This is an optimization exercise on Yosys and OpenROAD, whose aim is small area and a short achievable clock period, not a production implementation.
RTL that was checked went through simulation tests only; none was proved equivalent to the original.
The RTL of run 1 was laid out without a check of its function.

==> flow/design.v (outline; a module is shown in full before it is edited, if it fits) <==
// module ebd_sampler: 52 lines
// module ebd_div12: 25 lines
// module ebd_deriver: 21 lines
// module ebd_unit: 9 lines
// module ebd_m12: 59 lines
// module ebd_vhg: 75 lines
// module ebd_cdiv_1000: 228 lines
// module ebd_umul: 317 lines
// module ebd_mfc: 235 lines
module ebd_mfc (
    input  wire        clk,
    input  wire        rst,
    output wire        adc_req,
    output wire [1:0]  adc_ch,
    input  wire        adc_done,
    input  wire [9:0]  adc_data,
    input  wire        btn_a,
    input  wire        btn_b,
    output wire [15:0] duty_out,
    output wire        load_en,
    output wire        fan_en,
    output wire        led,
    output wire        frame_valid,
    input  wire        disp_ack,
    input  wire        host_valid,
    input  wire        host_we,
    input  wire [3:0]  host_addr,
    input  wire [31:0] host_wdata,
    output reg  [31:0] host_rdata
);
  // ...
==> flow/flow/run.sh <==
#!/bin/bash
# The standard layout (the standard.sh, standard synthesis unchanged), with
# two changes to how it is made:
#  - the port buffers are buf_4 cells instead of the delay buffer buffer_ports
#    picks by default;
#  - the timing repair steps aim for a setup slack margin, so that they size
#    and buffer the longest paths instead of stopping at the 70 ns period.
# The constraints (constraint.sdc, the 70 ns clock) are the standard flow's, unchanged.
set -euo pipefail
export SETUP_SLACK_MARGIN=54.8
export BUFFER_PORTS_ARGS="-buffer_cell sky130_fd_sc_hd__buf_4"
bash standard.sh > standard.log 2>&1
==> flow/standard.sh <==
#!/bin/bash
# synth_recipe.tcl (not shown) runs the flow's synth.tcl, then flattens the netlist and writes it again
# the make line also repeats each setting of config.mk as NAME=value (left out here)
make -C /OpenROAD-flow-scripts/flow DESIGN_CONFIG=/design/flow/config.mk WORK_HOME=/design/flow/orfs CLKGATE_MAP_FILE= SYNTH_SCRIPT=/design/flow/synth_recipe.tcl "${@:-finish}"
==> flow/config.mk <==
export PLATFORM = sky130hd
export DESIGN_NAME = ebd_mfc
export DESIGN_NICKNAME = ebd_mfc
export VERILOG_FILES = /design/flow/design.v
export SDC_FILE = /design/flow/constraint.sdc
export NUM_CORES = 4
export LEC_CHECK = 0
export CAP_MARGIN = 20
export CORE_MARGIN = 2
export CORE_UTILIZATION = 40
export SLEW_MARGIN = 20
==> flow/constraint.sdc <==
create_clock -name core_clock -period 70.0 [get_ports {clk}]
set_input_delay 14.0000 -clock core_clock [delete_from_list [all_inputs] [get_ports {clk}]]
set_output_delay 14.0000 -clock core_clock [all_outputs]
set_load 0.01 [all_outputs]
==> flow_metrics.env, run 1 <==
export IMPL_grt_pass1_wl_mm=150
export IMPL_clockNetworkAreaShare_pct=4.86
export IMPL_hold_path_end="u_sampler.ring[79]"
export IMPL_synth_seq_cells=607
export IMPL_ys_warn_count=4
export IMPL_fp_dieArea_um2=93700
export IMPL_final_setup_tns_ps=0
export IMPL_dp_cells=4656
export IMPL_holdPathStages=0
export IMPL_core_um2=90300
export IMPL_avgSynthCellArea_um2=10.5
export IMPL_outcome="finished clean"
export IMPL_regArea_um2=16100
export IMPL_rr_worst_depth=36
export IMPL_met3_usage_pct=2.76
export IMPL_rows=110
export IMPL_r2r_setup_slack_ps=55470
export IMPL_vias_per_cell=5.41
export IMPL_setup_worst_path_start_class="register"
export IMPL_synth_most_common_cell="inv_1"
export IMPL_reg2reg_from="phase[2]"
export IMPL_cts_tree="done"
export IMPL_firstDrtPassIters=6
export IMPL_synthTopCellsByCount="inv_1, nand2_1, edfxtp_1, fa_1, a21oi_1"
export IMPL_skew_ps=16.8
export IMPL_largest_reg_flops=360
export IMPL_synth_area_um2=36500
export IMPL_synth_edf_count=380
export IMPL_crit_path_end="host_rdata[2]"
export IMPL_place_area_um2=38700
export IMPL_io_pins=109
export IMPL_synth_top_cell_by_area="edfxtp_1"
==> module ebd_div12, before the edit <==
module ebd_div12 (
    input  wire [13:0] a,         
    output wire [9:0]  m,         
    output wire [15:0] v_hg       
);
    wire [11:0] h  = a[13:2];
    wire [4:0]  ds = h[1:0] + h[3:2] + h[5:4] + h[7:6] + h[9:8] + h[11:10];
    reg  [9:0]  c_m;
    reg  [27:0] c_v;
    always @(*) begin
        case (ds)
            5'd0, 5'd3, 5'd6, 5'd9, 5'd12, 5'd15, 5'd18: begin    
                c_m = 10'd0;   c_v = 28'd268231168;
            end
            5'd1, 5'd4, 5'd7, 5'd10, 5'd13, 5'd16: begin          
                c_m = 10'd341; c_v = 28'd268222703;
            end
            default: begin                                        
                c_m = 10'd682; c_v = 28'd268214238;
            end
        endcase
    end
    ebd_m12 u_m (.h(h[9:0]), .c(c_m), .out(m));
    ebd_vhg u_v (.h(h), .c(c_v), .out(v_hg));
endmodule
==> module ebd_vhg, before the edit <==
module ebd_vhg (h, c, out);
    input wire [11:0] h;
    input wire [27:0] c;
    output wire [15:0] out;
    wire t1 = h[8] ^ h[4];
    wire t2 = h[8] & h[4];
    wire t3 = h[9] ^ h[5] ^ h[1];
    wire t4 = (h[9] & h[5]) | (h[9] & h[1]) | (h[5] & h[1]);
    wire t5 = h[10] ^ h[6] ^ h[2];
    wire t6 = (h[10] & h[6]) | (h[10] & h[2]) | (h[6] & h[2]);
    wire t7 = h[11] ^ h[7] ^ h[3];
    wire t8 = (h[11] & h[7]) | (h[11] & h[3]) | (h[7] & h[3]);
    wire t9 = h[8] ^ h[4];
    wire t10 = h[8] & h[4];
    wire t11 = h[9] ^ h[5] ^ h[0];
    wire t12 = (h[9] & h[5]) | (h[9] & h[0]) | (h[5] & h[0]);
    wire t13 = h[10] ^ h[6] ^ h[1];
    wire t14 = (h[10] & h[6]) | (h[10] & h[1]) | (h[6] & h[1]);
    wire t15 = h[11] ^ h[7] ^ h[2];
    wire t16 = (h[11] & h[7]) | (h[11] & h[2]) | (h[7] & h[2]);
    wire t17 = h[8] ^ h[3];
    wire t18 = h[8] & h[3];
    wire t19 = h[9] ^ h[4];
    wire t20 = h[9] & h[4];
    wire t21 = h[10] ^ h[5];
    wire t22 = h[10] & h[5];
    wire t23 = h[11] ^ h[6];
    wire t24 = h[11] & h[6];
    wire t25 = h[4] ^ h[0];
    wire t26 = h[4] & h[0];
    wire t27 = h[5] ^ h[1] ^ c[5];
    wire t28 = (h[5] & h[1]) | (h[5] & c[5]) | (h[1] & c[5]);
    wire t29 = h[6] ^ h[2] ^ c[6];
    wire t30 = (h[6] & h[2]) | (h[6] & c[6]) | (h[2] & c[6]);
    wire t31 = h[7] ^ h[3] ^ c[7];
    wire t32 = (h[7] & h[3]) | (h[7] & c[7]) | (h[3] & c[7]);
    wire t33 = h[0] ^ c[8] ^ t1;
    wire t34 = (h[0] & c[8]) | (h[0] & t1) | (c[8] & t1);
    wire t35 = c[9] ^ t3 ^ t2;
    wire t36 = (c[9] & t3) | (c[9] & t2) | (t3 & t2);
    wire t37 = c[10] ^ t5 ^ t4;
    wire t38 = (c[10] & t5) | (c[10] & t4) | (t5 & t4);
    wire t39 = c[11] ^ t7 ^ t6;
    wire t40 = (c[11] & t7) | (c[11] & t6) | (t7 & t6);
    wire t41 = c[12] ^ t9 ^ t8;
    wire t42 = (c[12] & t9) | (c[12] & t8) | (t9 & t8);
    wire t43 = c[13] ^ t11 ^ t10;
    wire t44 = (c[13] & t11) | (c[13] & t10) | (t11 & t10);
    wire t45 = c[14] ^ t13 ^ t12;
    wire t46 = (c[14] & t13) | (c[14] & t12) | (t13 & t12);
    wire t47 = c[15] ^ t15 ^ t14;
    wire t48 = (c[15] & t15) | (c[15] & t14) | (t15 & t14);
    wire t49 = c[16] ^ t17 ^ t16;
    wire t50 = (c[16] & t17) | (c[16] & t16) | (t17 & t16);
    wire t51 = c[17] ^ t19 ^ t18;
    wire t52 = (c[17] & t19) | (c[17] & t18) | (t19 & t18);
    wire t53 = c[18] ^ t21 ^ t20;
    wire t54 = (c[18] & t21) | (c[18] & t20) | (t21 & t20);
    wire t55 = c[19] ^ t23 ^ t22;
    wire t56 = (c[19] & t23) | (c[19] & t22) | (t23 & t22);
    wire t57 = h[7] ^ c[20] ^ t24;
    wire t58 = (h[7] & c[20]) | (h[7] & t24) | (c[20] & t24);
    wire t59 = h[8] ^ c[21];
    wire t60 = h[8] & c[21];
    wire t61 = h[9] ^ c[22];
    wire t62 = h[9] & c[22];
    wire t63 = h[10] ^ c[23];
    wire t64 = h[10] & c[23];
    wire t65 = h[11] ^ c[24];
    wire t66 = h[11] & c[24];
    wire [27:0] ra = {c[27], c[26], c[25], t65, t63, t61, t59, t57, t55, t53, t51, t49, t47, t45, t43, t41, t39, t37, t35, t33, t31, t29, t27, c[4], h[3], h[2], h[1], h[0]};
    wire [27:0] rb = {1'b0, 1'b0, t66, t64, t62, t60, t58, t56, t54, t52, t50, t48, t46, t44, t42, t40, t38, t36, t34, t32, t30, t28, t26, t25, c[3], c[2], c[1], c[0]};
    wire [27:0] sum = ra + rb;
    assign out = sum[27:12];
endmodule
==> module ebd_mfc, before the edit <==
module ebd_mfc (
    input  wire        clk,
    input  wire        rst,
    output wire        adc_req,
    output wire [1:0]  adc_ch,
    input  wire        adc_done,
    input  wire [9:0]  adc_data,
    input  wire        btn_a,
    input  wire        btn_b,
    output wire [15:0] duty_out,
    output wire        load_en,
    output wire        fan_en,
    output wire        led,
    output wire        frame_valid,
    input  wire        disp_ack,
    input  wire        host_valid,
    input  wire        host_we,
    input  wire [3:0]  host_addr,
    input  wire [31:0] host_wdata,
    output reg  [31:0] host_rdata
);
    localparam [2:0] PH_DERIVE    = 3'd3;
    localparam [2:0] PH_PROTECT   = 3'd4;
    localparam [2:0] PH_MODE      = 3'd5;
    localparam [2:0] PH_REGULATE  = 3'd6;
    localparam [2:0] PH_HANDOFF   = 3'd7;
    localparam [1:0] M_OFF = 2'd0;
    localparam [1:0] M_ON  = 2'd2;
    localparam [1:0] M_LVC = 2'd3;
    localparam [10:0] DUTY_OFF = 11'd1025;
    localparam [10:0] DUTY_MIN = 11'd300;
    localparam [10:0] DUTY_MAX = 11'd1000;
    reg [2:0]         phase;
    reg [12:0]        current_r;    
    reg [15:0]        voltage_r;    
    reg               hg_r;
    reg [10:0]        duty_r;
    reg [1:0]         mode_r;
    reg [1:0]         disp_mode_r;
    reg               last_ok_r;
    reg               pend_a_r;
    reg               pend_b_r;
    reg signed [31:0] target_r;
    reg signed [31:0] lvcut_r;
    reg               fan_r;
    wire [3:0]  cursor;
    wire [13:0] acc0, acc1, acc2, acc_true;
    wire        p0, p1, p2;
    wire sampling  = (phase <= 3'd2);
    wire sample_ok = sampling & adc_done;
    wire advance   = sampling ? adc_done :
                     (phase == PH_HANDOFF) ? disp_ack : 1'b1;
    wire [2:0] phase_next = advance ? phase + 3'd1 : phase;
    reg        adc_req_r;
    reg        frame_valid_r;
    reg        load_en_r;
    assign adc_req     = adc_req_r;
    assign adc_ch      = phase[1:0];
    assign frame_valid = frame_valid_r;
    ebd_sampler u_sampler (
        .clk      (clk),
        .rst      (rst),
        .wr_en    (sample_ok),
        .wr_data  (adc_data),
        .phase    (phase),
        .cursor   (cursor),
        .acc0     (acc0),
        .acc1     (acc1),
        .acc2     (acc2),
        .acc_true (acc_true),
        .p0       (p0),
        .p1       (p1),
        .p2       (p2)
    );
    wire [9:0]  m_sh;
    wire [15:0] d_voltage;
    wire        d_hg;
    ebd_deriver u_deriver (
        .clk      (clk),
        .acc_true (acc_true),
        .p0       (p0),
        .p1       (p1),
        .m_sh     (m_sh),
        .voltage  (d_voltage),
        .hg       (d_hg)
    );
    wire        derive  = (phase == PH_DERIVE);
    wire        v_neg   = voltage_r[15];
    wire [5:0]  v_mag_n = ~voltage_r[5:0] + 6'd1;
    wire [14:0] v_mag   = v_neg ? {9'd0, v_mag_n} : voltage_r[14:0];
    wire [12:0] unit_a  = derive ? 13'd4883 : current_r;
    wire [14:0] unit_b  = derive ? {5'd0, m_sh} : v_mag;
    wire [27:0] unit_u;
    wire [16:0] unit_q;
    ebd_unit u_unit (.a(unit_a), .b(unit_b), .u(unit_u), .q(unit_q));
    wire [8:0]  qn        = 9'd0 - {1'b0, unit_q[7:0]};
    wire [17:0] power_now = v_neg ? {{9{qn[8]}}, qn} : {1'b0, unit_q};
    wire        power_hi  = ~v_neg & (unit_u >= 28'd2501000);    
    reg  [17:0] power_r;
    always @(posedge clk)
        if (!derive)
            power_r <= power_now;
    wire [17:0] power     = derive ? power_r : power_now;
    reg [1:0]  mp_mode;
    reg [1:0]  mp_disp;
    reg        mp_last_ok;
    reg        mp_force_off;
    always @(*) begin
        mp_mode      = mode_r;
        mp_disp      = disp_mode_r;
        mp_last_ok   = last_ok_r;
        mp_force_off = 1'b0;
        if (pend_a_r) begin
            if (mp_mode == M_ON) begin
                mp_mode      = M_OFF;
                mp_force_off = 1'b1;
                mp_last_ok   = 1'b1;
            end else if (mp_mode == M_OFF) begin
                mp_mode      = M_ON;
                mp_last_ok   = 1'b1;
            end else begin
                mp_last_ok   = 1'b0;
            end
        end
        if (pend_b_r) begin
            if (mp_mode == M_OFF) begin
                mp_disp      = mp_disp + 2'd1;
            end else if (mp_mode == M_LVC) begin
                mp_mode      = M_OFF;
                mp_last_ok   = 1'b1;
            end
        end
    end
    wire signed [31:0] vol_s = {{16{voltage_r[15]}}, voltage_r};
    wire        t_neg  = target_r[31];
    wire        t_big  = ~t_neg & (|target_r[30:13]);           
    wire        t_fit  = ~t_neg & ~(|target_r[30:13]);          
    wire        cur_lt = t_big | (t_fit & (current_r < target_r[12:0]));
    wire        cur_gt = t_neg | (t_fit & (current_r > target_r[12:0]));
    wire        l_pos  = ~lvcut_r[31] & (|lvcut_r[30:15]);      
    wire        l_fit  = (lvcut_r[31:15] == 17'd0) | (lvcut_r[31:15] == 17'h1ffff);
    wire        vol_lt = l_pos | (l_fit & ($signed(voltage_r) < $signed(lvcut_r[15:0])));
    always @(posedge clk) begin
        if (rst) begin
            phase       <= 3'd0;
            current_r   <= 13'd0;
            voltage_r   <= 16'd0;
            hg_r        <= 1'b0;
            duty_r      <= DUTY_OFF;
            mode_r      <= M_OFF;
            disp_mode_r <= 2'd0;
            last_ok_r   <= 1'b0;
            pend_a_r    <= 1'b0;
            pend_b_r    <= 1'b0;
            target_r    <= 32'sd1000;
            lvcut_r     <= 32'sd2000;
            fan_r       <= 1'b0;
            adc_req_r     <= 1'b1;
            frame_valid_r <= 1'b0;
            load_en_r     <= 1'b0;
        end else begin
            phase         <= phase_next;
            adc_req_r     <= (phase_next <= 3'd2);
            frame_valid_r <= (phase_next == PH_HANDOFF);
            pend_a_r <= btn_a | (pend_a_r & (phase != PH_MODE));
            pend_b_r <= btn_b | (pend_b_r & (phase != PH_MODE));
            case (phase)
                PH_DERIVE: begin
                    current_r <= unit_q[12:0];
                    voltage_r <= d_voltage;
                    hg_r      <= d_hg;
                end
                PH_PROTECT: begin
                    fan_r   <= power_hi;
                end
                PH_MODE: begin
                    mode_r      <= mp_mode;
                    load_en_r   <= (mp_mode == M_ON);
                    disp_mode_r <= mp_disp;
                    last_ok_r   <= mp_last_ok;
                    if (mp_force_off)
                        duty_r <= DUTY_OFF;
                end
                PH_REGULATE: begin
                    if (mode_r == M_ON) begin
                        if (vol_lt) begin
                            duty_r    <= DUTY_OFF;
                            mode_r    <= M_LVC;
                            load_en_r <= 1'b0;
                            last_ok_r <= 1'b1;
                        end else if (cur_lt && duty_r > DUTY_MIN) begin
                            duty_r <= duty_r - 11'd1;
                        end else if (cur_gt && duty_r < DUTY_MAX) begin
                            duty_r <= duty_r + 11'd1;
                        end
                    end
                end
                default: ;
            endcase
            if (host_valid && host_we) begin
                case (host_addr)
                    4'h1: target_r <= host_wdata;
                    4'h2: lvcut_r  <= host_wdata;
                    default: ;
                endcase
            end
        end
    end
    wire [31:0] status = {18'd0, phase, pend_b_r, pend_a_r, last_ok_r, 1'b1,
                          load_en_r, fan_r, hg_r, disp_mode_r, mode_r};
    wire [15:0] rd_sel = 16'd1 << host_addr;
    wire [31:0] rd_mux = ({32{rd_sel[0]}}  & status)
                       | ({32{rd_sel[1]}}  & target_r)
                       | ({32{rd_sel[2]}}  & lvcut_r)
                       | ({32{rd_sel[3]}}  & {21'd0, duty_r})
                       | ({32{rd_sel[4]}}  & {19'd0, current_r})
                       | ({32{rd_sel[5]}}  & vol_s)
                       | ({32{rd_sel[6]}}  & {{14{power[17]}}, power})
                       | ({32{rd_sel[7]}}  & {28'd0, cursor})
                       | ({32{rd_sel[8]  & ~p0}} & {18'd0, acc0})
                       | ({32{rd_sel[9]  & ~p1}} & {18'd0, acc1})
                       | ({32{rd_sel[10] & ~p2}} & {18'd0, acc2})
                       | ({32{rd_sel[8] & p0 | rd_sel[9] & p1 | rd_sel[10] & p2}}
                          & {18'd0, acc_true});
    always @(posedge clk) begin
        if (rst)
            host_rdata <= 32'd0;
        else if (host_valid && !host_we)
            host_rdata <= rd_mux;
    end
    assign duty_out = {5'd0, duty_r};
    assign load_en  = load_en_r;
    assign fan_en   = fan_r;
    assign led      = 1'b1;
endmodule
==> run 2, diff against run 1 <==
--- a/flow/design.v
+++ b/flow/design.v
@@ -65,10 +65,10 @@
                 c_m = 10'd0;   c_v = 28'd268231168;
             end
             5'd1, 5'd4, 5'd7, 5'd10, 5'd13, 5'd16: begin          
-                c_m = 10'd341; c_v = 28'd268222703;
+                c_m = 10'd341; c_v = 28'd268222720;
             end
             default: begin                                        
-                c_m = 10'd682; c_v = 28'd268214238;
+                c_m = 10'd682; c_v = 28'd268214272;
             end
         endcase
     end
@@ -192,50 +192,44 @@
     wire t22 = h[10] & h[5];
     wire t23 = h[11] ^ h[6];
     wire t24 = h[11] & h[6];
-    wire t25 = h[4] ^ h[0];
-    wire t26 = h[4] & h[0];
-    wire t27 = h[5] ^ h[1] ^ c[5];
-    wire t28 = (h[5] & h[1]) | (h[5] & c[5]) | (h[1] & c[5]);
-    wire t29 = h[6] ^ h[2] ^ c[6];
-    wire t30 = (h[6] & h[2]) | (h[6] & c[6]) | (h[2] & c[6]);
-    wire t31 = h[7] ^ h[3] ^ c[7];
-    wire t32 = (h[7] & h[3]) | (h[7] & c[7]) | (h[3] & c[7]);
-    wire t33 = h[0] ^ c[8] ^ t1;
-    wire t34 = (h[0] & c[8]) | (h[0] & t1) | (c[8] & t1);
-    wire t35 = c[9] ^ t3 ^ t2;
-    wire t36 = (c[9] & t3) | (c[9] & t2) | (t3 & t2);
-    wire t37 = c[10] ^ t5 ^ t4;
-    wire t38 = (c[10] & t5) | (c[10] & t4) | (t5 & t4);
-    wire t39 = c[11] ^ t7 ^ t6;
-    wire t40 = (c[11] & t7) | (c[11] & t6) | (t7 & t6);
-    wire t41 = c[12] ^ t9 ^ t8;
-    wire t42 = (c[12] & t9) | (c[12] & t8) | (t9 & t8);
-    wire t43 = c[13] ^ t11 ^ t10;
-    wire t44 = (c[13] & t11) | (c[13] & t10) | (t11 & t10);
-    wire t45 = c[14] ^ t13 ^ t12;
-    wire t46 = (c[14] & t13) | (c[14] & t12) | (t13 & t12);
-    wire t47 = c[15] ^ t15 ^ t14;
-    wire t48 = (c[15] & t15) | (c[15] & t14) | (t15 & t14);
-    wire t49 = c[16] ^ t17 ^ t16;
-    wire t50 = (c[16] & t17) | (c[16] & t16) | (t17 & t16);
-    wire t51 = c[17] ^ t19 ^ t18;
-    wire t52 = (c[17] & t19) | (c[17] & t18) | (t19 & t18);
-    wire t53 = c[18] ^ t21 ^ t20;
-    wire t54 = (c[18] & t21) | (c[18] & t20) | (t21 & t20);
-    wire t55 = c[19] ^ t23 ^ t22;
-    wire t56 = (c[19] & t23) | (c[19] & t22) | (t23 & t22);
-    wire t57 = h[7] ^ c[20] ^ t24;
-    wire t58 = (h[7] & c[20]) | (h[7] & t24) | (c[20] & t24);
-    wire t59 = h[8] ^ c[21];
-    wire t60 = h[8] & c[21];
-    wire t61 = h[9] ^ c[22];
-    wire t62 = h[9] & c[22];
-    wire t63 = h[10] ^ c[23];
-    wire t64 = h[10] & c[23];
-    wire t65 = h[11] ^ c[24];
-    wire t66 = h[11] & c[24];
-    wire [27:0] ra = {c[27], c[26], c[25], t65, t63, t61, t59, t57, t55, t53, t51, t49, t47, t45, t43, t41, t39, t37, t35, t33, t31, t29, t27, c[4], h[3], h[2], h[1], h[0]};
-    wire [27:0] rb = {1'b0, 1'b0, t66, t64, t62, t60, t58, t56, t54, t52, t50, t48, t46, t44, t42, t40, t38, t36, t34, t32, t30, t28, t26, t25, c[3], c[2], c[1], c[0]};
+    wire t25 = h[7] ^ h[3];
+    wire t26 = h[7] & h[3];
+    wire t27 = h[0] ^ c[8] ^ t1;
+    wire t28 = (h[0] & c[8]) | (h[0] & t1) | (c[8] & t1);
+    wire t29 = c[9] ^ t3 ^ t2;
+    wire t30 = (c[9] & t3) | (c[9] & t2) | (t3 & t2);
+    wire t31 = c[10] ^ t5 ^ t4;
+    wire t32 = (c[10] & t5) | (c[10] & t4) | (t5 & t4);
+    wire t33 = c[11] ^ t7 ^ t6;
+    wire t34 = (c[11] & t7) | (c[11] & t6) | (t7 & t6);
+    wire t35 = c[12] ^ t9 ^ t8;
+    wire t36 = (c[12] & t9) | (c[12] & t8) | (t9 & t8);
+    wire t37 = c[13] ^ t11 ^ t10;
+    wire t38 = (c[13] & t11) | (c[13] & t10) | (t11 & t10);
+    wire t39 = c[14] ^ t13 ^ t12;
+    wire t40 = (c[14] & t13) | (c[14] & t12) | (t13 & t12);
+    wire t41 = c[15] ^ t15 ^ t14;
+    wire t42 = (c[15] & t15) | (c[15] & t14) | (t15 & t14);
+    wire t43 = c[16] ^ t17 ^ t16;
+    wire t44 = (c[16] & t17) | (c[16] & t16) | (t17 & t16);
+    wire t45 = c[17] ^ t19 ^ t18;
+    wire t46 = (c[17] & t19) | (c[17] & t18) | (t19 & t18);
+    wire t47 = c[18] ^ t21 ^ t20;
+    wire t48 = (c[18] & t21) | (c[18] & t20) | (t21 & t20);
+    wire t49 = c[19] ^ t23 ^ t22;
+    wire t50 = (c[19] & t23) | (c[19] & t22) | (t23 & t22);
+    wire t51 = h[7] ^ c[20] ^ t24;
+    wire t52 = (h[7] & c[20]) | (h[7] & t24) | (c[20] & t24);
+    wire t53 = h[8] ^ c[21];
+    wire t54 = h[8] & c[21];
+    wire t55 = h[9] ^ c[22];
+    wire t56 = h[9] & c[22];
+    wire t57 = h[10] ^ c[23];
+    wire t58 = h[10] & c[23];
+    wire t59 = h[11] ^ c[24];
+    wire t60 = h[11] & c[24];
+    wire [27:0] ra = {c[27], c[26], c[25], t59, t57, t55, t53, t51, t49, t47, t45, t43, t41, t39, t37, t35, t33, t31, t29, t27, c[7], 1'b0, 1'b0, 1'b0, 1'b0, 1'b0, 1'b0, 1'b0};
+    wire [27:0] rb = {1'b0, 1'b0, t60, t58, t56, t54, t52, t50, t48, t46, t44, t42, t40, t38, t36, t34, t32, t30, t28, t26, t25, 1'b0, 1'b0, 1'b0, 1'b0, 1'b0, 1'b0, 1'b0};
     wire [27:0] sum = ra + rb;
     assign out = sum[27:12];
 endmodule
@@ -881,7 +875,7 @@
     ebd_unit u_unit (.a(unit_a), .b(unit_b), .u(unit_u), .q(unit_q));
     wire [8:0]  qn        = 9'd0 - {1'b0, unit_q[7:0]};
     wire [17:0] power_now = v_neg ? {{9{qn[8]}}, qn} : {1'b0, unit_q};
-    wire        power_hi  = ~v_neg & (unit_u >= 28'd2501000);    
+    wire        power_hi  = ~v_neg & (unit_q > 17'd2500);         
     reg  [17:0] power_r;
     always @(posedge clk)
         if (!derive)
--- a/flow/config.mk
+++ b/flow/config.mk
@@ -7,5 +7,6 @@
 export LEC_CHECK = 0
 export CAP_MARGIN = 20
 export CORE_MARGIN = 2
-export CORE_UTILIZATION = 40
+export CORE_UTILIZATION = 60
+export PLACE_DENSITY = 0.75
 export SLEW_MARGIN = 20
==> run 2 against run 1 <==
Worst setup slack worse by 8.4 ps. Cell count shrank 12%. Worst hold slack got worse by 3.0 ps. Design area down 4.4%. Synthesized cell count is 4.7% lower. Maximum frequency about the same. Non-clock buffer count is 24 lower.
==> flow_metrics.env, run 2 <==
export IMPL_synthToLayoutAreaGrowth_pct=10.7
export IMPL_h_tree_depth=2
export IMPL_io_pins=109
export IMPL_avgSynthCellArea_um2=10.7
export IMPL_cts_tree="done"
export IMPL_grt_max_degree=178
export IMPL_core_um2=58800
export IMPL_rsz0062_at_grt="yes"
export IMPL_endpoint_kind="register"
export IMPL_worstPathArrival_ps=15740
export IMPL_reg2reg_from="phase[1]"
export IMPL_numCtsBuffers=60
export IMPL_outcome="finished clean"
export IMPL_synth_top_cell_by_area="edfxtp_1"
export IMPL_async_flop_share_pct=0
export IMPL_groute_usage_overall_pct=30.3
export IMPL_place_gp_congestion=0.924
export IMPL_path_cells="buf_8 -> nand2b_4 -> buf_12 -> nor3_4 -> a222oi_1 -> nand4_1 -> a221oi_1 -> nor2_1"
export IMPL_antenna_cells=0
export IMPL_overflow=0
export IMPL_hold_path_class="reg -> reg"
export IMPL_final_cell_mix="inv_1, nand2_1, edfxtp_1"
export IMPL_netlist_area_leader_share_pct=32.1
export IMPL_dp_cells=4082
export IMPL_synthTopCellsByCount="inv_1, nand2_1, edfxtp_1, fa_1, dfxtp_1"
export IMPL_regArea_um2=16000
export IMPL_crit_type="in -> reg"
export IMPL_ys_flop_type="edfxtp_1"
export IMPL_holdCritStartpoint="u_sampler.ring[272]"
export IMPL_layout_commonest_cell="inv_1"
export IMPL_drc_errors=0
export IMPL_report_final_slew_viol_count=0
export IMPL_r2r_setup_slack_ps=55800
export IMPL_drive_gt1_share_pct=10.3
export IMPL_finalNonFillerCells=4201
export IMPL_setup_viol=0
export IMPL_netlist_instances=3315
export IMPL_synthTopCellsByArea="edfxtp_1, fa_1, dfxtp_1"
export IMPL_routedWlPerCell_um=21.8
export IMPL_num_nets_final=3901
export IMPL_timing_critical_path_buf_inv=2
export IMPL_port_buffers=102
export IMPL_path_clk_slew_ps=60
export IMPL_rows=89
export IMPL_synth_seq_cells=607
export IMPL_firstDrtPassIters=9
export IMPL_min_period_over_period_pct=21.7
export IMPL_start_util_pct=60.4
export IMPL_synth_distinct_cells=87
export IMPL_skew_ps=61.5
export IMPL_min_period_ps=15210
export IMPL_synth_most_common_cell="inv_1"
export IMPL_grt_pass1_vias=25219
export IMPL_worstPathMaxFanout=22
export IMPL_ctsHoldBuffers=0
export IMPL_largest_reg_flops=360
export IMPL_drt_total_wl_mm=91.8
export IMPL_slowest_delay_ps=590
export IMPL_critPathRequiredTime_ps=70530
export IMPL_critPathTopFamily="simple AND/OR/NAND/NOR gates"
export IMPL_fp_dieArea_um2=61100
export IMPL_vias_per_cell=6.00
export IMPL_largest_register="u_sampler.ring"
export IMPL_ys_warn_count=4
export IMPL_clock_sinks=607
export IMPL_holdPathStages=0
export IMPL_dieWidth_um=247
export IMPL_finalHoldViolCount=0
export IMPL_die_h_um=247
export IMPL_rr_worst_depth=47
export IMPL_max_clock_path_buffers=3
export IMPL_synth_area_um2=35500
export IMPL_drt_iter0_drc=2583
export IMPL_clk_latency_ps=650
export IMPL_maxCapViolCount=0
export IMPL_hold_path_end="u_sampler.ring[282]"
export IMPL_hpwl_mm=66.7
export IMPL_antenna_left=0
export IMPL_max_slew_margin_pct=27.1
export IMPL_grt_pass1_wl_mm=142
export IMPL_max_freq_ghz=0.0657
export IMPL_r2r_end="host_rdata[27]"
export IMPL_synth_seq_area_share_pct=44.9
export IMPL_worst_pin_slew_ps=1090
export IMPL_vias=25221
export IMPL_synth_edf_count=380
export IMPL_antenna_found_initial=0
export IMPL_final_setup_tns_ps=0
export IMPL_cp_slowest_cell="nor3_4"
export IMPL_fillCellCount=4423
export IMPL_setup_worst_path_start_class="input port"
export IMPL_multi_input_area_um2=17700
export IMPL_clockRootBuffer="clkbuf_16"
## run 2: area by class of cell
cell class / count / area share (%)
multi-input cells: 2155 / 45.1
flip-flops and latches: 607 / 40.8
clock buffers: 71 / 3.98
inverters: 411 / 3.96
repair buffers: 144 / 2.94
well taps: 773 / 2.46
clock inverters: 40 / 0.802
## run 2: worst max-delay path by stage
stage                 startpoint              to  slack (ps)  cells after the start
floorplan           host_addr[1]     lvcut_r[24]       54670                      9
global placement    host_addr[0]      lvcut_r[3]       53730                      7
detailed placement  host_addr[1]    target_r[28]       53680                      8
CTS                    duty_r[8]     duty_out[8]       54800                      1
global route        host_addr[1]  host_rdata[11]       54730                     10
finish              host_addr[0]   host_rdata[6]       54790                      8
## run 2: timing repair
| item | CTS | global route |
|---|---|---|
| gates cloned | 0 | 0 |
| resized for setup | 46 | 20 |
| setup buffers | 3 | 5 |
| setup endpoints to repair | 92 | 59 |
| pin swaps | 0 | 1 |
## run 2: layer usage
metal  global-route usage [%]  routed length (µm)  vias up
met5                        0                   0        -
met4                     9.55                2970        0
met3                     4.82                7210      199
met2                     47.2               41800     1044
met1                     43.9               39800    12494
li1                         -                   -    11484
## run 2: metrics by stage
stage	worst slack (ps)	util (%)	cell area, µm²	hold WS [ps]
2_1_floorplan	54670	-	35900	400
3_3_place_gp	53730	63.1	37100	400
3_5_place_dp	53680	63.1	37100	405
4_1_cts	54800	66.6	39200	406
5_1_grt	54730	66.9	39300	417
6_report	54790	66.9	39300	410
## run 2: cell families (layout without fill, tap and decap cells)
kind of cell	Yosys count	in the layout	share of synthesized area, %
fa+ha+maj	469	469	21.8
buf+inv	557	666	6.05
other cells	2	6	0.0211
xor+xnor	121	121	3.13
compound gates	629	629	11.7
simple gates	895	895	11.4
mux	35	35	0.994
flops	607	607	44.9
==> run 3, diff against run 2 <==
--- a/flow/config.mk
+++ b/flow/config.mk
@@ -7,6 +7,5 @@
 export LEC_CHECK = 0
 export CAP_MARGIN = 20
 export CORE_MARGIN = 2
-export CORE_UTILIZATION = 60
-export PLACE_DENSITY = 0.75
+export CORE_UTILIZATION = 40
 export SLEW_MARGIN = 20
==> run 3 against run 2 <==
Still clean. Area after synthesis did not move. Global-route usage down 9.9 points. Sequential share of layout area fell by 0.72 points. Via count fell by 1.0%. Wire length increased by 2.0%. First-iteration DRC count fell by 6.0%. Non-clock buffer count rose by 16. Critical endpoint is now host_rdata[2]. Largest cell class unchanged. Highest routed layer unchanged.
==> flow_metrics.env, run 3 <==
export IMPL_worstPathArrival_ps=1190
export IMPL_finalNonFillerCells=4614
export IMPL_synthTopCellsByArea="edfxtp_1, fa_1, dfxtp_1"
export IMPL_clock_sinks=607
export IMPL_io_pins=109
export IMPL_synth_seq_area_share_pct=44.9
export IMPL_path_depth=1
export IMPL_holdCritStartpoint="u_sampler.ring[331]"
export IMPL_final_setup_tns_ps=0
export IMPL_skew_ps=83.0
export IMPL_worstPathMaxFanout=2
export IMPL_num_nets_final=3918
export IMPL_hpwl_mm=67.8
export IMPL_min_period_ps=15190
export IMPL_rsz0062_at_grt="yes"
export IMPL_max_freq_ghz=0.0659
export IMPL_crit_path_end="host_rdata[2]"
export IMPL_fillCellCount=8247
export IMPL_place_gp_congestion=0.913
export IMPL_synth_edf_count=380
export IMPL_antenna_left=0
export IMPL_vias=24958
export IMPL_core_um2=88200
export IMPL_final_hold_worst_slack_ps=411
export IMPL_maxCapViolCount=0
export IMPL_finalHoldViolCount=0
export IMPL_critPathTopFamily="flip-flops"
export IMPL_synth_simple_area_share_pct=11.4
export IMPL_drt_total_wl_mm=93.6
export IMPL_grt_max_degree=213
export IMPL_final_cell_mix="inv_1, nand2_1, edfxtp_1"
export IMPL_timing_critical_path_buf_inv=1
export IMPL_path_cells="buf_4"
export IMPL_endpoint_kind="primary output"
export IMPL_design_area_um2=40100
export IMPL_synth_seq_cells=607
export IMPL_avgSynthCellArea_um2=10.7
export IMPL_drive_gt1_share_pct=10.8
export IMPL_cts_tree="done"
export IMPL_layout_commonest_cell="inv_1"
export IMPL_synth_area_um2=35500
export IMPL_overflow=0
export IMPL_drt_iter0_drc=2427
export IMPL_routedWlPerCell_um=20.3
export IMPL_hold_path_class="reg -> reg"
export IMPL_groute_usage_overall_pct=20.4
export IMPL_ctsHoldBuffers=0
export IMPL_drc_errors=0
export IMPL_synth_compound_area_share_pct=11.7
export IMPL_clockRootBuffer="clkbuf_16"
export IMPL_port_buffers=102
export IMPL_slowest_delay_ps=440
export IMPL_synthTopCellsByCount="inv_1, nand2_1, edfxtp_1, fa_1, dfxtp_1"
export IMPL_max_slew_margin_pct=26.5
export IMPL_place_area_um2=37600
export IMPL_outcome="finished clean"
export IMPL_h_tree_depth=2
export IMPL_antenna_found_initial=5
export IMPL_netlist_instances=3315
export IMPL_crit_type="reg -> out"
export IMPL_report_final_slew_viol_count=0
export IMPL_r2r_setup_slack_ps=55550
export IMPL_grt_pass1_wl_mm=144
export IMPL_ys_warn_count=4
export IMPL_start_util_pct=40.2
export IMPL_ys_flop_type="edfxtp_1"
export IMPL_max_clock_path_buffers=3
export IMPL_vias_per_cell=5.41
export IMPL_largest_reg_flops=360
export IMPL_critPathRequiredTime_ps=56000
export IMPL_setup_worst_path_start_class="register"
export IMPL_cp_slowest_cell="dfxtp_1"
export IMPL_synthToLayoutAreaGrowth_pct=12.8
export IMPL_dieWidth_um=302
export IMPL_worst_pin_slew_ps=1100
export IMPL_clk_latency_ps=660
export IMPL_synth_xor_area_share_pct=3.13
export IMPL_netlist_area_leader_share_pct=32.1
export IMPL_dp_cells=4477
export IMPL_synth_top_cell_by_area="edfxtp_1"
export IMPL_synth_adder_area_share_pct=21.8
export IMPL_rows=109
export IMPL_min_period_over_period_pct=21.7
export IMPL_firstDrtPassIters=8
export IMPL_muxShareOfSynthArea_pct=0.994
export IMPL_crit_start="host_rdata[2]"
export IMPL_largest_register="u_sampler.ring"
export IMPL_grt_pass1_vias=24070
export IMPL_path_clk_slew_ps=70
export IMPL_numCtsBuffers=60
export IMPL_multi_input_area_um2=17700
export IMPL_rr_worst_depth=46
export IMPL_synth_most_common_cell="inv_1"
export IMPL_fp_dieArea_um2=91200
export IMPL_async_flop_share_pct=0
export IMPL_setup_viol=0
export IMPL_synth_top_family_by_area="adder cells"
export IMPL_reg2reg_from="phase[1]"
export IMPL_die_h_um=302
export IMPL_regArea_um2=16000
export IMPL_synth_distinct_cells=87
export IMPL_r2r_end="host_rdata[12]"
-- run 3: cell counts after synthesis --
Identical to the previous run, type by type.
-- run 3: metal layers --
metal | wire length, µm | up-vias | track usage, %
li1 | - | 11560 | -
met1 | 43500 | 12333 | 30.4
met2 | 41400 | 914 | 31.5
met3 | 6440 | 151 | 2.59
met4 | 2210 | 0 | 5.19
met5 | 0 | - | 0
-- run 3: how the worst min path moves through the flow --
stage                                     end  slack [ps]  cells after the start
after detailed placement  u_sampler.ring[108]         400                      0
after global routing       u_sampler.ring[76]         420                      0
after CTS                 u_sampler.ring[341]         420                      0
after floorplan           u_sampler.ring[100]         400                      0
after global placement     u_sampler.ring[33]         400                      0
final                     u_sampler.ring[341]         410                      0
-- run 3: kinds of logic (layout without fill, tap and decap cells) --
family | after synthesis | in the layout
buffers and inverters | 557 | 685
other | 2 | 7
adder cells (fa/ha/maj) | 469 | 469
AND/OR/NAND/NOR | 895 | 896
XOR/XNOR | 121 | 121
AO/OA/AOI/OAI | 629 | 629
multiplexers | 35 | 35
flip-flops | 607 | 607
-- run 3: cell type report --
| cell class | instances | share of cell area [%] |
|---|---|---|
| multi-input cells | 2156 | 44.2 |
| repair buffers | 160 | 3.13 |
| well taps | 1165 | 3.64 |
| flip-flops and latches | 607 | 40.0 |
| clock buffers | 87 | 4.35 |
| diodes | 1 | 0.00625 |
| clock inverters | 27 | 0.734 |
| inverters | 411 | 3.88 |
-- run 3: metrics by stage --
stage,utilization (%),setup WS (ps)
2_1_floorplan,-,54670
5_1_grt,45.4,54760
3_5_place_dp,42.7,53190
3_3_place_gp,42.6,53260
6_report,45.4,54810
4_1_cts,45.3,54800
-- run 3: repair_timing --
item,CTS,global route
buffers inserted,20,1
endpoints found under the setup margin,116,36
pin swaps,2,2
resized for setup,54,15
cloned,1,0
==> module ebd_m12, before the edit <==
module ebd_m12 (h, c, out);
    input wire [9:0] h;
    input wire [9:0] c;
    output wire [9:0] out;
    wire t1 = h[9] ^ h[8];
    wire t2 = h[9] & h[8];
    wire t3 = h[5] ^ h[4];
    wire t4 = h[5] & h[4];
    wire t5 = h[6] ^ h[5] ^ h[3];
    wire t6 = (h[6] & h[5]) | (h[6] & h[3]) | (h[5] & h[3]);
    wire t7 = h[7] ^ h[6] ^ h[4];
    wire t8 = (h[7] & h[6]) | (h[7] & h[4]) | (h[6] & h[4]);
    wire t9 = h[2] ^ h[0];
    wire t10 = h[2] & h[0];
    wire t11 = h[8] ^ h[7] ^ h[5];
    wire t12 = (h[8] & h[7]) | (h[8] & h[5]) | (h[7] & h[5]);
    wire t13 = h[3] ^ h[1] ^ c[8];
    wire t14 = (h[3] & h[1]) | (h[3] & c[8]) | (h[1] & c[8]);
    wire t15 = h[6] ^ h[4] ^ h[2];
    wire t16 = (h[6] & h[4]) | (h[6] & h[2]) | (h[4] & h[2]);
    wire t17 = h[0] ^ c[9] ^ t1;
    wire t18 = (h[0] & c[9]) | (h[0] & t1) | (c[9] & t1);
    wire t19 = h[3] ^ h[2];
    wire t20 = h[3] & h[2];
    wire t21 = h[4] ^ h[3] ^ h[1];
    wire t22 = (h[4] & h[3]) | (h[4] & h[1]) | (h[3] & h[1]);
    wire t23 = h[2] ^ h[0] ^ c[5];
    wire t24 = (h[2] & h[0]) | (h[2] & c[5]) | (h[0] & c[5]);
    wire t25 = h[1] ^ c[6] ^ t5;
    wire t26 = (h[1] & c[6]) | (h[1] & t5) | (c[6] & t5);
    wire t27 = c[7] ^ t7 ^ t9;
    wire t28 = (c[7] & t7) | (c[7] & t9) | (t7 & t9);
    wire t29 = t11 ^ t13 ^ t8;
    wire t30 = (t11 & t13) | (t11 & t8) | (t13 & t8);
    wire t31 = t15 ^ t17 ^ t12;
    wire t32 = (t15 & t17) | (t15 & t12) | (t17 & t12);
    wire t33 = h[1] ^ h[0];
    wire t34 = h[1] & h[0];
    wire t35 = h[2] ^ h[1] ^ c[2];
    wire t36 = (h[2] & h[1]) | (h[2] & c[2]) | (h[1] & c[2]);
    wire t37 = h[0] ^ c[3] ^ t19;
    wire t38 = (h[0] & c[3]) | (h[0] & t19) | (c[3] & t19);
    wire t39 = c[4] ^ t21 ^ t20;
    wire t40 = (c[4] & t21) | (c[4] & t20) | (t21 & t20);
    wire t41 = t3 ^ t23 ^ t22;
    wire t42 = (t3 & t23) | (t3 & t22) | (t23 & t22);
    wire t43 = t4 ^ t25 ^ t24;
    wire t44 = (t4 & t25) | (t4 & t24) | (t25 & t24);
    wire t45 = t6 ^ t27 ^ t26;
    wire t46 = (t6 & t27) | (t6 & t26) | (t27 & t26);
    wire t47 = t10 ^ t29 ^ t28;
    wire t48 = (t10 & t29) | (t10 & t28) | (t29 & t28);
    wire t49 = t14 ^ t31 ^ t30;
    wire t50 = (t14 & t31) | (t14 & t30) | (t31 & t30);
    wire [9:0] ra = {t49, t47, t45, t43, t41, t39, t37, t35, c[1], h[0]};
    wire [9:0] rb = {t48, t46, t44, t42, t40, t38, t36, t34, t33, c[0]};
    wire [9:0] sum = ra + rb;
    assign out = sum[9:0];
endmodule
==> run 4, diff against run 3 <==
--- a/flow/design.v
+++ b/flow/design.v
@@ -161,7 +161,29 @@
     wire t50 = (t14 & t31) | (t14 & t30) | (t31 & t30);
     wire [9:0] ra = {t49, t47, t45, t43, t41, t39, t37, t35, c[1], h[0]};
     wire [9:0] rb = {t48, t46, t44, t42, t40, t38, t36, t34, t33, c[0]};
-    wire [9:0] sum = ra + rb;
+    wire [9:0] sum;
+    wire [10:0] cy;
+    assign cy[0] = 1'b0;
+    assign sum[0] = ra[0] ^ rb[0] ^ cy[0];
+    assign cy[1] = (ra[0] & rb[0]) | (ra[0] & cy[0]) | (rb[0] & cy[0]);
+    assign sum[1] = ra[1] ^ rb[1] ^ cy[1];
+    assign cy[2] = (ra[1] & rb[1]) | (ra[1] & cy[1]) | (rb[1] & cy[1]);
+    assign sum[2] = ra[2] ^ rb[2] ^ cy[2];
+    assign cy[3] = (ra[2] & rb[2]) | (ra[2] & cy[2]) | (rb[2] & cy[2]);
+    assign sum[3] = ra[3] ^ rb[3] ^ cy[3];
+    assign cy[4] = (ra[3] & rb[3]) | (ra[3] & cy[3]) | (rb[3] & cy[3]);
+    assign sum[4] = ra[4] ^ rb[4] ^ cy[4];
+    assign cy[5] = (ra[4] & rb[4]) | (ra[4] & cy[4]) | (rb[4] & cy[4]);
+    assign sum[5] = ra[5] ^ rb[5] ^ cy[5];
+    assign cy[6] = (ra[5] & rb[5]) | (ra[5] & cy[5]) | (rb[5] & cy[5]);
+    assign sum[6] = ra[6] ^ rb[6] ^ cy[6];
+    assign cy[7] = (ra[6] & rb[6]) | (ra[6] & cy[6]) | (rb[6] & cy[6]);
+    assign sum[7] = ra[7] ^ rb[7] ^ cy[7];
+    assign cy[8] = (ra[7] & rb[7]) | (ra[7] & cy[7]) | (rb[7] & cy[7]);
+    assign sum[8] = ra[8] ^ rb[8] ^ cy[8];
+    assign cy[9] = (ra[8] & rb[8]) | (ra[8] & cy[8]) | (rb[8] & cy[8]);
+    assign sum[9] = ra[9] ^ rb[9] ^ cy[9];
+    assign cy[10] = (ra[9] & rb[9]) | (ra[9] & cy[9]) | (rb[9] & cy[9]);
     assign out = sum[9:0];
 endmodule
 module ebd_vhg (h, c, out);
==> run 4 against run 3 <==
Register-to-register slack gained 510 ps. Wire length decreased by 2.9%. Critical endpoint unchanged. Synthesized cell count shrank 0.54%. Flip-flop and latch count unchanged. Worst setup slack improved by 7.5 ps. Global-route usage decreased by 0.32 points. Worst hold slack better by 1.5 ps. Sequential share of layout area up 0.092 points.
==> flow_metrics.env, run 4 <==
export IMPL_dieWidth_um=301
export IMPL_setup_worst_path_start_class="register"
export IMPL_grt_pass1_vias=24054
export IMPL_start_util_pct=40.2
export IMPL_worst_pin_slew_ps=1060
export IMPL_numCtsBuffers=61
export IMPL_drive_gt1_share_pct=10.8
export IMPL_synthTopCellsByArea="edfxtp_1, fa_1, dfxtp_1"
export IMPL_synth_seq_area_share_pct=45.1
export IMPL_maxCapViolCount=0
export IMPL_netlist_instances=3297
export IMPL_largest_reg_flops=360
export IMPL_hold_path_class="reg -> reg"
export IMPL_async_flop_share_pct=0
export IMPL_worstPathArrival_ps=1180
export IMPL_antenna_left=0
export IMPL_clockRootBuffer="clkbuf_16"
export IMPL_max_slew_margin_pct=29.2
export IMPL_synth_seq_cells=607
export IMPL_avgSynthCellArea_um2=10.7
export IMPL_critPathTopFamily="flip-flops"
export IMPL_skew_ps=57.5
export IMPL_synth_top_cell_by_area="edfxtp_1"
export IMPL_timing_critical_path_buf_inv=1
export IMPL_max_clock_path_buffers=3
export IMPL_min_period_ps=15180
export IMPL_place_gp_congestion=0.904
export IMPL_netlist_area_leader_share_pct=32.3
export IMPL_crit_type="reg -> out"
export IMPL_synth_edf_count=380
export IMPL_cts_tree="done"
export IMPL_regArea_um2=16100
export IMPL_firstDrtPassIters=6
export IMPL_drt_iter0_drc=2086
export IMPL_synth_distinct_cells=81
export IMPL_endpoint_kind="primary output"
export IMPL_final_setup_tns_ps=0
export IMPL_routedWlPerCell_um=19.7
export IMPL_final_cell_mix="inv_1, edfxtp_1, nand2_1"
export IMPL_outcome="finished clean"
export IMPL_antenna_found_initial=5
export IMPL_rows=109
export IMPL_io_pins=109
export IMPL_layout_commonest_cell="inv_1"
export IMPL_finalHoldViolCount=0
export IMPL_slowest_delay_ps=410
export IMPL_fillCellCount=8208
export IMPL_clk_latency_ps=640
export IMPL_grt_pass1_wl_mm=141
export IMPL_vias_per_cell=5.33
export IMPL_drc_errors=0
export IMPL_synthToLayoutAreaGrowth_pct=13.1
export IMPL_place_area_um2=37500
export IMPL_hpwl_mm=65.6
export IMPL_die_h_um=301
export IMPL_h_tree_depth=2
export IMPL_max_freq_ghz=0.0659
export IMPL_critPathRequiredTime_ps=56000
export IMPL_synth_most_common_cell="inv_1"
export IMPL_vias=24583
export IMPL_largest_register="u_sampler.ring"
export IMPL_ys_warn_count=4
export IMPL_ys_flop_type="edfxtp_1"
export IMPL_cp_slowest_cell="dfxtp_4"
export IMPL_path_clk_slew_ps=60
export IMPL_num_nets_final=3919
export IMPL_min_period_over_period_pct=21.7
export IMPL_clock_sinks=607
export IMPL_synthTopCellsByCount="inv_1, edfxtp_1, nand2_1, fa_1, nor2_1"
export IMPL_setup_viol=0
export IMPL_design_area_um2=40000
export IMPL_fp_dieArea_um2=90800
export IMPL_groute_usage_overall_pct=20.1
export IMPL_overflow=0
export IMPL_grt_max_degree=180
export IMPL_worstPathMaxFanout=2
export IMPL_port_buffers=102
export IMPL_rsz0062_at_grt="yes"
export IMPL_synth_area_um2=35400
export IMPL_core_um2=88000
export IMPL_drt_total_wl_mm=90.9
export IMPL_path_cells="buf_6"
export IMPL_multi_input_area_um2=17600
export IMPL_report_final_slew_viol_count=0
[run 4: stage by stage]
| stage | setup WS [ps] | utilization [%] | hold slack (ps) | instances |
|---|---|---|---|---|
| detailed placement | 53570 | 42.7 | 405 | 4467 |
| floorplan | 54660 | - | 400 | 3301 |
| finish | 54820 | 45.5 | 412 | 4615 |
| global route | 54760 | 45.5 | 391 | 4613 |
| global placement | 53650 | 42.7 | 400 | 4467 |
| CTS | 54800 | 45.3 | 394 | 4602 |
[run 4: layer usage]
metal  GRT usage (%)  up-vias  wire [µm]
met1            28.7    12095      41200
li1                -    11513          -
met2            30.5      792      39600
met3            3.89      179       6800
met5               0        -         21
met4            6.97        4       3290
[run 4: repair_timing]
| item | 4_1_cts | 5_1_grt |
|---|---|---|
| gates resized for setup | 60 | 14 |
| gates cloned | 4 | 1 |
| buffers inserted | 18 | 10 |
| hold buffers | 0 | 0 |
| endpoints found under the setup margin | 133 | 41 |
| pin swaps | 4 | 6 |
[run 4: path summary, 6_finish.rpt]
kind                       startpoint                  end  slack [ps]  cells after the start
setup / recovery        host_rdata[2]        host_rdata[2]       54820                      1
hold / removal    u_sampler.ring[111]  u_sampler.ring[121]         410                      0
setup reg to reg             phase[2]       host_rdata[11]       56060                     45
hold reg to reg   u_sampler.ring[111]  u_sampler.ring[121]         410                      0
[run 4: cells by family (layout without fill, tap and decap cells)]
family / count (synthesis) / in the layout / synth area share [%]
buf+inv: 553 / 696 / 6.00
other cells: 2 / 8 / 0.0212
compound gates: 628 / 628 / 11.6
xor+xnor: 110 / 110 / 2.72
mux: 33 / 33 / 0.938
simple gates: 897 / 901 / 11.7
fa+ha+maj: 467 / 467 / 22.0
flops: 607 / 607 / 45.1
[run 4: cell type report]
type	instances	area share [%]
tap	1165	3.64
timing repair buffer	172	3.35
inverter	411	3.86
clock buffer	79	4.09
sequential	607	40.1
clock inverter	34	0.917
antenna	2	0.0125
multi-input combinational	2145	44.0
==> run 5, diff against run 4 <==
--- a/flow/config.mk
+++ b/flow/config.mk
@@ -7,5 +7,7 @@
 export LEC_CHECK = 0
 export CAP_MARGIN = 20
 export CORE_MARGIN = 2
-export CORE_UTILIZATION = 40
+export CORE_UTILIZATION = 60
+export CTS_BUF_LIST = sky130_fd_sc_hd__clkbuf_4 sky130_fd_sc_hd__clkbuf_8
+export PLACE_DENSITY = 0.75
 export SLEW_MARGIN = 20
==> run 5 against run 4 <==
Worst hold slack got worse by 26 ps. Highest routed layer is now met4. Core utilization rose by 23 points. First-iteration DRC count rose by 21%. Non-clock buffer count rose by 2. Area after synthesis did not move. Clock skew rose by 1.6 ps. Worst setup slack got worse by 45 ps.
==> flow_metrics.env, run 5 <==
export IMPL_hold_path_class="reg -> reg"
export IMPL_final_util_pct=68.4
export IMPL_synth_top_family_by_area="adder cells"
export IMPL_synth_top_cell_by_area="edfxtp_1"
export IMPL_synthToLayoutAreaGrowth_pct=12.2
export IMPL_io_pins=109
export IMPL_start_util_pct=60.9
export IMPL_synthTopCellsByCount="inv_1, edfxtp_1, nand2_1, fa_1, nor2_1"
export IMPL_dieWidth_um=247
export IMPL_h_tree_depth=3
export IMPL_ys_flop_type="edfxtp_1"
export IMPL_holdCritStartpoint="u_sampler.ring[330]"
export IMPL_drc_errors=0
export IMPL_min_period_over_period_pct=21.7
export IMPL_port_buffers=102
export IMPL_fp_dieArea_um2=60900
export IMPL_grt_pass1_wl_mm=145
export IMPL_ys_warn_count=4
export IMPL_ctsHoldBuffers=0
export IMPL_final_hold_worst_slack_ps=386
export IMPL_place_ws_ps=53340
export IMPL_grt_max_degree=121
export IMPL_drive_gt1_share_pct=13.1
export IMPL_synth_area_um2=35400
export IMPL_muxShareOfSynthArea_pct=0.938
export IMPL_critPathTopFamily="flip-flops"
export IMPL_finalHoldViolCount=0
export IMPL_async_flop_share_pct=0
export IMPL_place_gp_congestion=0.925
export IMPL_max_freq_ghz=0.0657
export IMPL_worstPathMaxFanout=2
export IMPL_netlist_instances=3297
export IMPL_core_um2=58000
export IMPL_layout_commonest_cell="inv_1"
export IMPL_final_cell_mix="inv_1, edfxtp_1, nand2_1"
export IMPL_synth_xor_area_share_pct=2.72
export IMPL_drt_total_wl_mm=94.1
export IMPL_groute_usage_overall_pct=31.4
export IMPL_skew_ps=59.1
export IMPL_finalNonFillerCells=4276
export IMPL_largest_reg_flops=360
export IMPL_antenna_found_initial=1
export IMPL_setup_viol=0
export IMPL_r2r_setup_slack_ps=55570
export IMPL_synth_distinct_cells=81
export IMPL_hpwl_mm=68.2
export IMPL_drt_iter0_drc=2529
export IMPL_rr_worst_depth=49
export IMPL_cp_slowest_cell="dfxtp_4"
export IMPL_vias_per_cell=5.92
export IMPL_path_cells="buf_6"
export IMPL_numCtsBuffers=94
export IMPL_setup_worst_path_start_class="register"
export IMPL_critPathRequiredTime_ps=56000
export IMPL_vias=25293
export IMPL_overflow=0
export IMPL_cts_tree="done"
export IMPL_crit_path_end="host_rdata[13]"
export IMPL_path_clk_slew_ps=60
export IMPL_worstPathArrival_ps=1220
export IMPL_report_final_slew_viol_count=0
export IMPL_final_setup_tns_ps=0
export IMPL_largest_register="u_sampler.ring"
export IMPL_clk_latency_ps=720
export IMPL_max_slew_margin_pct=25.4
export IMPL_clock_sinks=607
export IMPL_synth_compound_area_share_pct=11.6
export IMPL_synth_most_common_cell="inv_1"
export IMPL_synth_seq_cells=607
export IMPL_layout_setup_ws_ps=54780
export IMPL_synth_edf_count=380
export IMPL_firstDrtPassIters=6
export IMPL_reg2reg_from="phase[1]"
export IMPL_min_period_ps=15220
export IMPL_synth_seq_area_share_pct=45.1
export IMPL_grt_pass1_vias=25499
export IMPL_antenna_left=0
export IMPL_timing_critical_path_buf_inv=1
export IMPL_avgSynthCellArea_um2=10.7
export IMPL_rsz0062_at_grt="yes"
export IMPL_synthTopCellsByArea="edfxtp_1, fa_1, dfxtp_1"
export IMPL_synth_adder_area_share_pct=22.0
export IMPL_crit_type="reg -> out"
export IMPL_crit_start="host_rdata[13]"
export IMPL_maxCapViolCount=0
export IMPL_r2r_end="host_rdata[24]"
export IMPL_max_clock_path_buffers=3
export IMPL_netlist_area_leader_share_pct=32.3
export IMPL_num_nets_final=3954
export IMPL_endpoint_kind="primary output"
export IMPL_clockRootBuffer="clkbuf_8"
export IMPL_dp_cells=4062
export IMPL_outcome="finished clean"
export IMPL_worst_pin_slew_ps=1110
export IMPL_die_h_um=247
export IMPL_synth_simple_area_share_pct=11.7
export IMPL_routedWlPerCell_um=22.0
export IMPL_path_depth=1
export IMPL_slowest_delay_ps=400
export IMPL_holdPathStages=0
export IMPL_rows=88
[run 5: metal layers]
metal / GRT usage, % / routed length (µm) / vias to the layer above
li1: - / - / 11597
met1: 43.4 / 40000 / 12473
met2: 50.4 / 43600 / 1017
met3: 4.78 / 6740 / 206
met4: 11.7 / 3660 / 0
met5: 0 / 0 / -
[run 5: logic make-up after synthesis]
family / Yosys count
AO/OA/AOI/OAI: 628
multiplexers: 33
XOR/XNOR: 110
AND/OR/NAND/NOR: 897
buffers and inverters: 553
flip-flops: 607
other: 2
adder cells (fa/ha/maj): 467
[run 5: timing repair]
item,in CTS,in global routing
pin swaps,2,2
setup endpoints to repair,143,71
cloned,3,1
gates resized for setup,124,7
hold endpoints to repair,0,0
buffers inserted,27,9
[run 5: how the worst min path moves through the flow]
stage | endpoint | slack [ps]
after floorplan | u_sampler.ring[100] | 400
after global placement | u_sampler.ring[221] | 400
after detailed placement | u_sampler.ring[132] | 400
after CTS | u_sampler.ring[340] | 370
after global routing | u_sampler.ring[340] | 390
final | u_sampler.ring[340] | 390
[run 5: layout make-up]
type                            instances  area, µm²
Timing Repair Buffer                  174       1500
Inverter                              411       1540
Multi-Input combinational cell       2145      17600
Sequential cell                       607      16100
Clock buffer                          131       1620
Tap cell                              765        957
Fill cell                            4314      18400
Antenna cell                            1       2.50
Clock inverter                         42        403
[run 5: stage by stage]
stage                     instance area, µm²
after floorplan                        35800
after global placement                 37000
after detailed placement               37000
after CTS                              39500
after global routing                   39700
final                                  39700
==> run 6, diff against run 5 <==
--- a/flow/config.mk
+++ b/flow/config.mk
@@ -8,6 +8,7 @@
 export CAP_MARGIN = 20
 export CORE_MARGIN = 2
 export CORE_UTILIZATION = 60
-export CTS_BUF_LIST = sky130_fd_sc_hd__clkbuf_4 sky130_fd_sc_hd__clkbuf_8
+export CTS_CLUSTER_DIAMETER = 60
+export CTS_CLUSTER_SIZE = 30
 export PLACE_DENSITY = 0.75
 export SLEW_MARGIN = 20
==> run 6 against run 5 <==
Cell count shrank 2.9%. Critical path depth is the same. Core utilization shrank 1.6 points. Via count shrank 1.2%. Non-clock buffer count shrank 16. Maximum frequency grew 0.27%. Critical path type unchanged.
==> flow_metrics.env, run 6 <==
export IMPL_outcome="finished clean"
export IMPL_critPathTopFamily="flip-flops"
export IMPL_grt_max_degree=121
export IMPL_clk_latency_ps=610
export IMPL_grt_pass1_wl_mm=143
export IMPL_crit_type="reg -> out"
export IMPL_clock_sinks=607
export IMPL_finalHoldViolCount=0
export IMPL_path_cells="buf_4"
export IMPL_setup_worst_path_start_class="register"
export IMPL_overflow=0
export IMPL_numCtsBuffers=37
export IMPL_min_period_ps=15180
export IMPL_hold_path_end="u_sampler.ring[251]"
export IMPL_final_setup_tns_ps=0
export IMPL_place_gp_congestion=0.925
export IMPL_synth_distinct_cells=81
export IMPL_clockRootBuffer="clkbuf_16"
export IMPL_worst_pin_slew_ps=1110
export IMPL_die_h_um=247
export IMPL_rr_worst_depth=46
export IMPL_io_pins=109
export IMPL_synthTopCellsByArea="edfxtp_1, fa_1, dfxtp_1"
export IMPL_max_freq_ghz=0.0659
export IMPL_core_um2=58000
export IMPL_start_util_pct=60.9
export IMPL_antenna_found_initial=1
export IMPL_endpoint_kind="primary output"
export IMPL_antenna_left=0
export IMPL_slowest_delay_ps=410
export IMPL_finalNonFillerCells=4152
export IMPL_synth_area_um2=35400
export IMPL_synth_seq_area_share_pct=45.1
export IMPL_r2r_end="host_rdata[11]"
export IMPL_avgSynthCellArea_um2=10.7
export IMPL_skew_ps=30.8
export IMPL_cts_tree="done"
export IMPL_synth_edf_count=380
export IMPL_timing_critical_path_buf_inv=1
export IMPL_layout_commonest_cell="inv_1"
export IMPL_wl_met1_mm=39.5
export IMPL_setup_viol=0
export IMPL_reg2reg_from="phase[2]"
export IMPL_worstPathMaxFanout=2
export IMPL_place_ws_ps=53340
export IMPL_dr_wl_met2_mm=43.2
export IMPL_routedWlPerCell_um=22.4
export IMPL_synth_top_cell_by_area="edfxtp_1"
export IMPL_synthTopCellsByCount="inv_1, edfxtp_1, nand2_1, fa_1, nor2_1"
export IMPL_critPathRequiredTime_ps=56000
export IMPL_layout_setup_ws_ps=54820
export IMPL_r2r_setup_slack_ps=55540
export IMPL_groute_usage_overall_pct=30.9
export IMPL_max_slew_margin_pct=25.5
export IMPL_dieWidth_um=247
export IMPL_h_tree_depth=2
export IMPL_netlist_area_leader_share_pct=32.3
export IMPL_synth_most_common_cell="inv_1"
export IMPL_maxCapViolCount=0
export IMPL_num_nets_final=3881
export IMPL_async_flop_share_pct=0
export IMPL_max_clock_path_buffers=3
export IMPL_rsz0062_at_grt="no"
export IMPL_crit_start="host_rdata[9]"
export IMPL_report_final_slew_viol_count=0
export IMPL_final_cell_mix="inv_1, edfxtp_1, nand2_1"
export IMPL_rows=88
export IMPL_drt_total_wl_mm=93.1
export IMPL_min_period_over_period_pct=21.7
export IMPL_final_hold_worst_slack_ps=415
export IMPL_synth_seq_cells=607
export IMPL_port_buffers=102
export IMPL_netlist_instances=3297
export IMPL_hold_path_class="reg -> reg"
export IMPL_hpwl_mm=68.2
export IMPL_firstDrtPassIters=5
export IMPL_vias=24989
export IMPL_worstPathArrival_ps=1180
export IMPL_drc_errors=0
export IMPL_grt_pass1_vias=24806
export IMPL_path_clk_slew_ps=90
export IMPL_antenna_cells=0
export IMPL_largest_reg_flops=360
export IMPL_cp_slowest_cell="dfxtp_1"
export IMPL_dp_cells=4062
export IMPL_drt_iter0_drc=2440
export IMPL_synthToLayoutAreaGrowth_pct=9.51
export IMPL_wl_met3_mm=6.82
export IMPL_top_layer="met4"
export IMPL_ys_flop_type="edfxtp_1"
export IMPL_fp_dieArea_um2=60900
export IMPL_largest_register="u_sampler.ring"
export IMPL_holdCritStartpoint="u_sampler.ring[241]"
export IMPL_vias_per_cell=6.02
export IMPL_ys_warn_count=4
export IMPL_holdPathStages=0
export IMPL_drive_gt1_share_pct=9.33
export IMPL_ctsHoldBuffers=0
==> run 6: layout make-up <==
type	count	area [µm²]
Sequential cell	607	16000
Inverter	411	1540
Clock inverter	25	388
Multi-Input combinational cell	2145	17600
Fill cell	4417	19300
Tap cell	765	957
Timing Repair Buffer	158	1260
Clock buffer	41	982
==> run 6: through the flow <==
step                      util (%)  area [µm²]
after CTS                     66.5       38600
after global placement        63.7       37000
final                         66.7       38700
after detailed placement      63.7       37000
after global routing          66.7       38700
after floorplan                  -       35800
==> run 6: cell families (layout without fill, tap and decap cells) <==
kind of cell | count (synthesis) | in the layout | share of synthesized area [%]
AND/OR/NAND/NOR | 897 | 901 | 11.7
other | 2 | 6 | 0.0212
AO/OA/AOI/OAI | 628 | 628 | 11.6
flip-flops | 607 | 607 | 45.1
multiplexers | 33 | 33 | 0.938
adder cells (fa/ha/maj) | 467 | 467 | 22.0
XOR/XNOR | 110 | 110 | 2.72
buffers and inverters | 553 | 635 | 6.00
==> run 6: routing by layer <==
| metal | global-route usage [%] | vias up |
|---|---|---|
| li1 | - | 11416 |
| met1 | 42.8 | 12409 |
| met2 | 49.9 | 984 |
| met3 | 4.80 | 180 |
| met4 | 10.9 | 0 |
| met5 | 0 | - |
==> run 6: how the worst max path moves through the flow <==
| stage | end | slack, ps | cells past startpoint |
|---|---|---|---|
| after floorplan | host_rdata[12] | 54660 | 8 |
| after global placement | lvcut_r[5] | 53400 | 6 |
| after detailed placement | lvcut_r[29] | 53340 | 6 |
| after CTS | host_rdata[11] | 54800 | 8 |
| after global routing | host_rdata[9] | 54800 | 1 |
| final | host_rdata[9] | 54820 | 1 |
==> run 6: repair_timing <==
item / in CTS / in global routing
cloned: 4 / 0
resized for setup: 37 / 16
pin swaps: 3 / 5
buffers inserted: 11 / 9
endpoints found under the setup margin: 117 / 63

==> what the ideal ports hide <==
Ports are ideal in the flow. The routed layouts listed here were re-timed in OpenROAD. Step 1, drivers: a clkbuf_16 drives clk and a buf_2 each remaining input, both assumed. Step 2 also shifts input and output timing later by t, the mid clock arrival at the registers, as if the neighbouring blocks saw the same clock. Three values: no drivers, after step 1, after step 2; two values: the first two.
run	t, ns	setup WS [ns]	hold slack, ns	pins driven straight from the clock port
run 1	0.698	54.799 / 54.735 / 54.161	0.413 / 0.413 / 0.413	1
run 2	0.682	54.791 / 54.744 / 54.124	0.410 / 0.410 / 0.410	1
run 3	0.679	54.814 / 54.750 / 54.139	0.411 / 0.411 / 0.411	1
run 4	0.678	54.822 / 54.757 / 54.190	0.412 / 0.412 / 0.412	1
run 5	0.751	54.776 / 54.719 / 54.092	0.386 / 0.386 / 0.386	1
run 6	0.661	54.818 / 54.752 / 54.197	0.415 / 0.415 / 0.415	1
After both steps setup and hold are still met in every run listed. For run 5, which loses most, drivers alone change the setup slack by -0.057 ns; drivers and shift together by -0.684 ns.
